From an optimization exercise on the open Yosys and OpenROAD flow, aimed at small area, a short achievable clock period and few clock cycles; shortcuts taken in it are not production practice. Only simulation tests tie the RTL to the original design; equivalence was not proved. Power figures rest on the tool's default switching activity, not on a simulated workload. The flow treats the clock pin as an ideal source, which a real chip does not have.

Setup of sierra:
// ash_rx
module ash_rx (
    input  wire       clk,
    input  wire       rst,
    input  wire       in_valid,
    input  wire [7:0] in_byte,
    output wire       in_ready,
    output wire       out_valid,
    input  wire       out_ready,
    output wire [4:0] out_tag,
    output wire [7:0] out_data,
    output wire       out_last
);
    localparam integer N    = 128;         
    localparam integer RS   = 16;          
    localparam integer RSB  = 4;           
    localparam integer WS   = 32;          
    localparam integer WSB  = 5;           
    localparam integer NWT  = N / WS;
    localparam integer D    = 8;           
    localparam integer DB   = 3;           
    localparam [7:0] FLAG = 8'h7E, ESC = 8'h7D, XON = 8'h11, XOFF = 8'h13,
                     SUB  = 8'h18, CAN = 8'h1A;
    localparam [3:0] C_GOOD = 4'd0, C_BAD_ESCAPE = 4'd1, C_SHORT = 4'd2,
                     C_CRC = 4'd3, C_UNKNOWN = 4'd4, C_BAD_LENGTH = 4'd5,
                     C_BAD_VERSION = 4'd6, C_CANCEL = 4'd7, C_SUB = 4'd8,
  ...
export LEC_CHECK = 0
export CAP_MARGIN = 20
export CORE_MARGIN = 2
export CORE_UTILIZATION = 40
export SLEW_MARGIN = 20
create_clock -name core_clock -period 8.0 [get_ports {clk}]
standard.sh (not shown) runs the stock make flow with config.mk's settings and CLKGATE_MAP_FILE= SYNTH_SCRIPT=/design/flow/synth_recipe.tcl, a recipe that flattens the netlist after the stock synthesis.
==> flow/flow/run.sh <==
#!/bin/bash
# The standard layout (standard.sh: the standard synthesis and the ORFS
# steps to finish), with two changes: clock tree synthesis is run without
# dummy loads, and timing repair aims at a setup slack margin of 5.45 ns.
# Everything the steps print goes to standard.log here; ORFS keeps each
# step's own log under orfs/logs/.
set -euo pipefail
export CTS_ARGS="-sink_clustering_enable -repair_clock_nets -dont_use_dummy_load -sink_clustering_size 35 -sink_clustering_max_diameter 70"
export SETUP_SLACK_MARGIN=5.45
bash standard.sh > standard.log 2>&1
Testbench counts of sierra, summed over its fixed seeds: cycles 9,879.
Relative to sierra, the following input files were edited for zinc:
- putting ABC_AREA at 1 where nothing was set
- swapping 40 for 70 in CORE_UTILIZATION
--- a/flow/flow/run.sh
+++ b/flow/flow/run.sh
@@ -6,5 +6,5 @@
 # step's own log under orfs/logs/.
 set -euo pipefail
-export CTS_ARGS="-sink_clustering_enable -repair_clock_nets -dont_use_dummy_load -sink_clustering_size 35 -sink_clustering_max_diameter 70"
+export CTS_ARGS="-sink_clustering_enable -repair_clock_nets -dont_use_dummy_load -sink_clustering_size 30 -sink_clustering_max_diameter 70"
 export SETUP_SLACK_MARGIN=5.45
 bash standard.sh > standard.log 2>&1
Results
- Measured against zinc, the routed length on met2 of sierra comes out at 0.75 times the reference value.
- Delta (zinc minus sierra): routed wire length picked up an extra 17%, sequential share of cell area picked up an extra 0.92 points, power picked up an extra 0.39 mW, number of clock buffers in the layout picked up an extra 8.7%.
- The highest metal layer with signal wires comes out met5 in one run and met4 in the other, namely in sierra and zinc respectively.
- sierra reports its end point of the critical path as out_last while zinc reports out_tag[3].
- Number of setup buffers added after CTS: zinc < sierra
- Going from sierra to zinc, setup slack grew by 0.082 ns; design area lower; half-perimeter wire length of the detailed placement result increased 14%; number of signal-net buffers in the layout went down 36.
Here is what was changed in the inputs of fjord compared with zinc.
- removing ABC_AREA (formerly 1)
- changing CORE_UTILIZATION from 70 to 40
Notes after the runs:
- fjord vs. zinc: quantity of gates resized following cts climbed 39; total wirelength of the detailed-routed design dropped 7700 microns.
- The launching instance or port of the critical path comes out atag[3]$_SDFFE_PP0N_ in one run and alast$_SDFFE_PP0N_ in the other, namely in zinc and fjord respectively.
- Delta (fjord minus zinc): aggregate global-route resource usage saw a decrease, number of levels the H-tree was split into saw little to no change, pin count of the biggest net entering global routing saw an increase, average detailed-routed wire length per instance saw a decrease.
- The run showing the greater setup slack is zinc.
- Summary of fjord over zinc: instance count after placement with tap cells included shrank by about 1.4%; fraction of the yosys area taken by sequential cells increased by 1.1 points relative to the old numbers.


## v38
Starting RTL as in the previous note.
==> flow/config.mk <==
export PLATFORM = sky130hd
export DESIGN_NAME = ash_rx
export DESIGN_NICKNAME = ash_rx
export VERILOG_FILES = /design/flow/design.v
export SDC_FILE = /design/flow/constraint.sdc
export NUM_CORES = 4
export LEC_CHECK = 0
export ABC_AREA = 1
export CAP_MARGIN = 20
export CORE_MARGIN = 2
export CORE_UTILIZATION = 60
export SLEW_MARGIN = 20
==> flow/constraint.sdc <==
create_clock -name core_clock -period 8.0 [get_ports {clk}]
set_input_delay 1.6000 -clock core_clock [delete_from_list [all_inputs] [get_ports {clk}]]
set_output_delay 1.6000 -clock core_clock [all_outputs]
set_load 0.01 [all_outputs]
==> flow/flow/run.sh <==
#!/bin/bash
# The standard layout (standard.sh: the standard synthesis and the ORFS
# steps to finish), with two changes: clock tree synthesis is run without
# dummy loads, and timing repair aims at a setup slack margin of 5.45 ns.
# Everything the steps print goes to standard.log here; ORFS keeps each
# step's own log under orfs/logs/.
set -euo pipefail
export CTS_ARGS="-sink_clustering_enable -repair_clock_nets -dont_use_dummy_load -sink_clustering_size 30 -sink_clustering_max_diameter 70"
export SETUP_SLACK_MARGIN=5.45
bash standard.sh > standard.log 2>&1
The flow did not stop early for v38: all stages ran, and the layout cleared the timing, DRC and antenna checks.
Testbench counts of v38, summed over its fixed seeds: cycles 9,879.
Relative to v38, the following input files were edited for v56:
Settings: CORE_UTILIZATION now 40, was 60.
## What came out
- Initial cell density of the core: lower on v56
- Against v38, the final cell area of v56 is higher.
- Taking v38 as the reference, in v56 wire length of the first global-routing pass went up by 0.63%, sequential group share of total power closely matched the old numbers, transition time at the pin with the least slew margin has decreased.
- Comparing v56 against v38, there is no change at all in number of levels in the clock H-tree.
- Looking at fmax, v56 sits about 1.4% below v38.
- Summary of v56 over v38: overall fraction of global-route tracks in use decreased 6.7 points; non-clock buffer count decreased 9.
Input changes introduced in v28 (baseline for comparison: v56):
--- a/flow/flow/run.sh
+++ b/flow/flow/run.sh
@@ -8,3 +8,3 @@
 export CTS_ARGS="-sink_clustering_enable -repair_clock_nets -dont_use_dummy_load -sink_clustering_size 30 -sink_clustering_max_diameter 70"
-export SETUP_SLACK_MARGIN=5.45
+export SETUP_SLACK_MARGIN=5.5
 bash standard.sh > standard.log 2>&1
Of v56 and v28, the lower arrival time of data at the critical path endpoint belongs to v56.
v56 → v28: critical path's largest stage delay stayed essentially flat; critical path depth stayed essentially flat; utilization stayed essentially flat.
The total power on v56 is in line with that on v28.
The clock share of power on v56 is in line with that on v28.
Reported for v56 and v28, x dimension of the die turned out identical to the last digit.


Another version of the RTL of ash_rx (not shown whole).
Size: roughly 2100 cells after synthesis, about 1200 flip-flops, ~28 I/O pins.
Settings: LEC_CHECK=0, CAP_MARGIN=20, CORE_MARGIN=2, CORE_UTILIZATION=40, SLEW_MARGIN=20; clock period 8.0 ns.
==> flow/flow/run.sh <==
#!/bin/bash
# The standard layout (standard.sh: the standard synthesis and the ORFS
# steps to finish), with two changes: clock tree synthesis is run without
# dummy loads, and timing repair aims at a setup slack margin of 5.4 ns.
# Everything the steps print goes to standard.log here; ORFS keeps each
# step's own log under orfs/logs/.
set -euo pipefail
export CTS_ARGS="-sink_clustering_enable -repair_clock_nets -dont_use_dummy_load"
export SETUP_SLACK_MARGIN=5.4
bash standard.sh > standard.log 2>&1
Testbench counts at the start, summed over its fixed seeds: cycles 9,847.
Rerun with:
==> flow/flow/run.sh (replaced) <==
#!/bin/bash
# The standard layout (standard.sh: the standard synthesis and the ORFS
# steps to finish), with two changes: clock tree synthesis is run without
# dummy loads, and timing repair aims at a setup slack margin of 5.45 ns.
# Everything the steps print goes to standard.log here; ORFS keeps each
# step's own log under orfs/logs/.
set -euo pipefail
export CTS_ARGS="-sink_clustering_enable -repair_clock_nets -dont_use_dummy_load"
export SETUP_SLACK_MARGIN=5.45
bash standard.sh > standard.log 2>&1
First-iteration DRC count increases by a few percent.
Total power stays flat.
Die area stays the same.
Core utilization stays flat.
Combinational power climbs slightly.

## separate check: timing with driven ports
No port has a modelled driver above. Below, the same layouts with a new extraction and two added sets of constraints.
Step 1 sets driving cells, clkbuf_16 on the clock port and buf_2 on the other inputs (assumed; they add their load-dependent delay and slew).
Step 2 moves the port delays by t, midway between the first and last clock arrival at a register: inputs arrive t later, outputs are due t later. That takes back most of the time a late clock gives input paths.
Three values: no drivers, after step 1, after step 2; two values: the first two.
run	shift t [ns]	slack for setup (ns)	hold slack, ns	worst setup path at the end
sierra	0.657	5.276 / 5.216 / 4.817	0.281 / 0.281 / 0.281	input to register
zinc	0.639	5.358 / 5.300 / 4.854	0.270 / 0.270 / 0.270	input to register
fjord	0.665	5.291 / 5.231 / 4.779	0.274 / 0.274 / 0.274	input to register
v38	0.653	5.358 / 5.299 / 4.866	0.277 / 0.277 / 0.277	input to register
v56	0.662	5.322 / 5.260 / 4.882	0.289 / 0.289 / 0.289	input to register
v28	0.659	5.300 / 5.236 / 4.929	0.264 / 0.264 / 0.264	input to register
the first run of note 3	0.678	5.315 / 5.254 / 4.690	0.306 / 0.306 / 0.306	input to register
the second run of note 3	0.681	5.304 / 5.243 / 4.734	0.284 / 0.284 / 0.284	input to register
After both steps every run listed still meets setup and hold. For the first run of note 3, which loses most, drivers alone change the setup slack by -0.061 ns; drivers and shift together by -0.625 ns.
